From an optimization exercise on the open Yosys and OpenROAD flow, aimed at small area, a short achievable clock period and few clock cycles; shortcuts taken in it are not production practice.
Only simulation tests tie the RTL to the original design; equivalence was not proved.
Power is estimated from default activity; no workload was simulated.

Setup of fjord:
// dci_serializer
module dci_serializer (
    input  wire        clk,
    input  wire        rst,         
    input  wire        cmd_valid,
    output wire        cmd_ready,
    input  wire [31:0] cmd_data,
    input  wire [3:0]  rd_idx,
    output reg  [31:0] rd_data,
    output reg         done
);
    localparam [3:0] C_ILLEGAL = 4'h1, C_RSVD_HDR = 4'h2, C_FINALIZED = 4'h3,
                     C_APP_WIDTH = 4'h4, C_APP_VALUE = 4'h5, C_OVERFLOW = 4'h6,
                     C_FIELD = 4'h7, C_RSVD_VAL = 4'h8, C_NRB = 4'h9,
                     C_FREQ = 4'hA, C_HOPCFG = 4'hB, C_PSIZE = 4'hC;
    localparam [3:0] K_WIDTH = 4'd0, K_NRB = 4'd1, K_HOPCNT = 4'd2, K_HOPFLAG = 4'd3,
                     K_HOPOFF = 4'd4, K_FREQ = 4'd5, K_SMI = 4'd6, K_TBS = 4'd7,
                     K_PSIZE = 4'd8;
    localparam [2:0] B_NONE = 3'd0, B_CLEAR = 3'd1, B_ZEROS = 3'd2, B_APPEND = 3'd3,
                     B_FINAL = 3'd4, B_FIELD = 3'd5, B_COMMIT = 3'd6, B_FAULT = 3'd7;
    reg          halted;
    reg          in_cmd;        
    reg  [7:0]   opc;
    reg  [3:0]   k;             
    reg  [8:0]   nrb;
    reg  [4:0]   fw;
    reg  [1:0]   h;
    reg          hf;
    reg          sulp, sul;
    reg  [1:0]   smi;
    reg          pb;            
    reg          pf;            
    reg  [3:0]   pcause, pfield;
    reg  [2:0]   b_op;
    reg          b_first;       
    reg  [31:0]  R;             
    reg  [7:0]   pos;           
    reg  [2:0]   c_op;          
    reg  [127:0] bank0, bank1;
    reg          acc_ptr, out_ptr;
    reg  [7:0]   acc_len, out_len;
    reg          acc_final, out_valid, fault;
  ...
Size: ~400 flip-flops, ~73 I/O pins.
Settings: LEC_CHECK=0, CAP_MARGIN=20, CORE_MARGIN=2, CORE_UTILIZATION=30, CTS_CLUSTER_DIAMETER=90, CTS_CLUSTER_SIZE=30, PLACE_DENSITY=0.45, SLEW_MARGIN=20; clock period 14.0 ns.
standard.sh (not shown) runs the stock make flow with config.mk's settings and CLKGATE_MAP_FILE= SYNTH_SCRIPT=/design/flow/synth_recipe.tcl, a recipe that flattens the netlist after the stock synthesis.
==> flow/flow/run.sh <==
#!/bin/bash
# The standard layout, with repair_timing asked for 6.8 ns of setup slack and
# sky130_fd_sc_hd__buf_2 as the port buffer (every port still gets one).
# The clock, its period and the I/O constraints are the standard flow's, unchanged.
set -euo pipefail
bash standard.sh SETUP_SLACK_MARGIN=6.8 "BUFFER_PORTS_ARGS=-buffer_cell sky130_fd_sc_hd__buf_2" finish > make_finish.log 2>&1
fjord: no failed stages, no open violations at the end
Testbench counts of fjord, summed over its fixed seeds: cycles 15,879.
diff inputs: fjord => juniper
- changing CORE_UTILIZATION from 30 to 45
- changing PLACE_DENSITY from 0.45 to 0.6
==> flow/flow/run.sh <==
#!/bin/bash
# The standard layout, with repair_timing asked for 6.9 ns of setup slack and
# sky130_fd_sc_hd__buf_2 as the port buffer (every port still gets one).
# The clock, its period and the I/O constraints are the standard flow's, unchanged.
set -euo pipefail
bash standard.sh SETUP_SLACK_MARGIN=6.9 "BUFFER_PORTS_ARGS=-buffer_cell sky130_fd_sc_hd__buf_2" finish > make_finish.log 2>&1
==> run notes <==
- Number of global-route vias before repair: higher on juniper
- Compared with fjord, juniper shows a pin count of the biggest net entering global routing that is 12 higher.
- Comparing fjord and juniper, the higher sum of net half-perimeters after detailed placement was measured on fjord.
diff inputs: juniper => raven
- GPL_TIMING_DRIVEN: unset -> 0
- CORE_UTILIZATION: 45 -> 30
- PLACE_DENSITY: 0.6 -> 0.45
==> flow/flow/run.sh <==
#!/bin/bash
# The standard layout, with repair_timing asked for 7.0 ns of setup slack and
# sky130_fd_sc_hd__buf_2 as the port buffer (every port still gets one).
# The clock, its period and the I/O constraints are the standard flow's, unchanged.
set -euo pipefail
bash standard.sh SETUP_SLACK_MARGIN=7.0 "BUFFER_PORTS_ARGS=-buffer_cell sky130_fd_sc_hd__buf_2" finish > make_finish.log 2>&1
## What came out
Compared with juniper, in raven final number of max-transition violations now sits at about the same level; core utilization now sits lower; global-route usage over all layers now sits lower.
Setup changes, raven to violet
- a change of PLACE_DENSITY from 0.45 to 0.7
- a deleted GPL_TIMING_DRIVEN that had been 0
- a change of CORE_UTILIZATION from 30 to 60
- a change of CTS_CLUSTER_DIAMETER from 90 to 60
- a change of CTS_CLUSTER_SIZE from 30 to 25
Results
The core of violet is more densely filled than that of raven.
In the reports for raven and violet, the larger final-layout non-clock buffer area share belongs to raven.
From raven to violet the numbers moved as follows: final worst hold slack essentially unchanged, met1 layer usage reported by global route rose 16 points.
In violet the final worst-path setup slack turned out 0.12 ns higher than in raven.
Compare raven and violet | wire length on met3 lower: raven
Row largest net degree at the start of global routing: violet higher / raven lower
In summary, violet completed successfully, with a layout that passed the timing, DRC and antenna checks.
diff inputs: violet => nickel
- swapping 20 for 10 in SLEW_MARGIN
- swapping 25 for 30 in CTS_CLUSTER_SIZE
- swapping 20 for 10 in CAP_MARGIN
- swapping 60 for 30 in CORE_UTILIZATION
- swapping 60 for 90 in CTS_CLUSTER_DIAMETER
- swapping 0.7 for 0.45 in PLACE_DENSITY
### Flow results
- nickel was carried through to the last stage, and its layout satisfied the timing, DRC and antenna checks.
- violet → nickel: number of detailed-route iterations in the first pass now sits lower, maximum net fanout on the critical path now sits higher, final setup slack of the worst path now sits higher, combinational cell fraction of total power now sits higher, met3 wire length now sits lower.
- Run comparison: violet slowest cell on the critical path mux4_2; nickel slowest cell on the critical path a221o_1
- nickel ended up with a lower minimum period implied by the final worst setup slack than violet did.
- nickel against violet: internal power of the cells decreased 210 µW, cell count after placement now larger.
- Synthesis-to-layout area growth: nickel > violet
- Between nickel and violet, the met2 track demand over resource in global routing is higher for violet.
- Against violet as the reference, nickel delivers a higher routed wire length.
Input changes introduced in onyx (baseline for comparison: nickel):
- PLACE_DENSITY changed from 0.45 to 0.65
- SLEW_MARGIN changed from 10 to 20
- CAP_MARGIN changed from 10 to 20
- CORE_UTILIZATION changed from 30 to 52
==> flow/flow/run.sh <==
#!/bin/bash
# The standard layout, with repair_timing asked for 7.1 ns of setup slack and
# sky130_fd_sc_hd__buf_2 as the port buffer (every port still gets one).
# The clock, its period and the I/O constraints are the standard flow's, unchanged.
set -euo pipefail
bash standard.sh SETUP_SLACK_MARGIN=7.1 "BUFFER_PORTS_ARGS=-buffer_cell sky130_fd_sc_hd__buf_2" finish > make_finish.log 2>&1
Results
- onyx and nickel ended up with nearly the same clock-pin slew on the worst setup and hold paths.
- [compare] base=nickel new=onyx: final design utilization moved up; cell count moved down.
- ~same total area of multi-input combinational cells in onyx and nickel
- Area of the core went down by more than a quarter going from nickel to onyx.
- Final layout net count: nickel vs onyx — no meaningful difference

-- what the ideal ports hide --
Ports are ideal in the flow. The routed layouts listed here were re-timed in OpenROAD.
Step 1 (the two cells are an assumption about what drives the block):
set clk [get_ports {clk}]
set_driving_cell -lib_cell sky130_fd_sc_hd__clkbuf_16 $clk
set_driving_cell -lib_cell sky130_fd_sc_hd__buf_2 [delete_from_list [all_inputs] $clk]
Step 2 also shifts input and output timing later by t, the mid clock arrival at the registers, as if the neighbouring blocks saw the same clock.
Slacks: ideal ports / drivers / drivers and shift; pairs: ideal ports / drivers.
| run | t, ns | slack for setup (ns) | worst setup path after step 2 | latest minus earliest clock arrival (ns) | worst data-port slew with drivers (ns) |
|---|---|---|---|---|---|
| fjord | 0.666 | 6.843 / 6.710 / 6.710 | input to output | 0.045 / 0.045 | 0.13 |
| juniper | 0.634 | 6.941 / 6.745 / 6.745 | input to output | 0.033 / 0.032 | 0.20 |
| raven | 0.684 | 6.811 / 6.756 / 6.698 | input to register | 0.048 / 0.048 | 0.13 |
| violet | 0.617 | 6.928 / 6.760 / 6.760 | input to output | 0.054 / 0.053 | 0.18 |
| nickel | 0.659 | 6.980 / 6.816 / 6.816 | input to output | 0.054 / 0.054 | 0.16 |
| onyx | 0.621 | 7.054 / 6.905 / 6.905 | input to output | 0.048 / 0.049 | 0.15 |
After both steps every run listed still meets setup and hold. For juniper, which loses most, drivers alone change the setup slack by -0.196 ns; drivers and shift together by -0.196 ns.
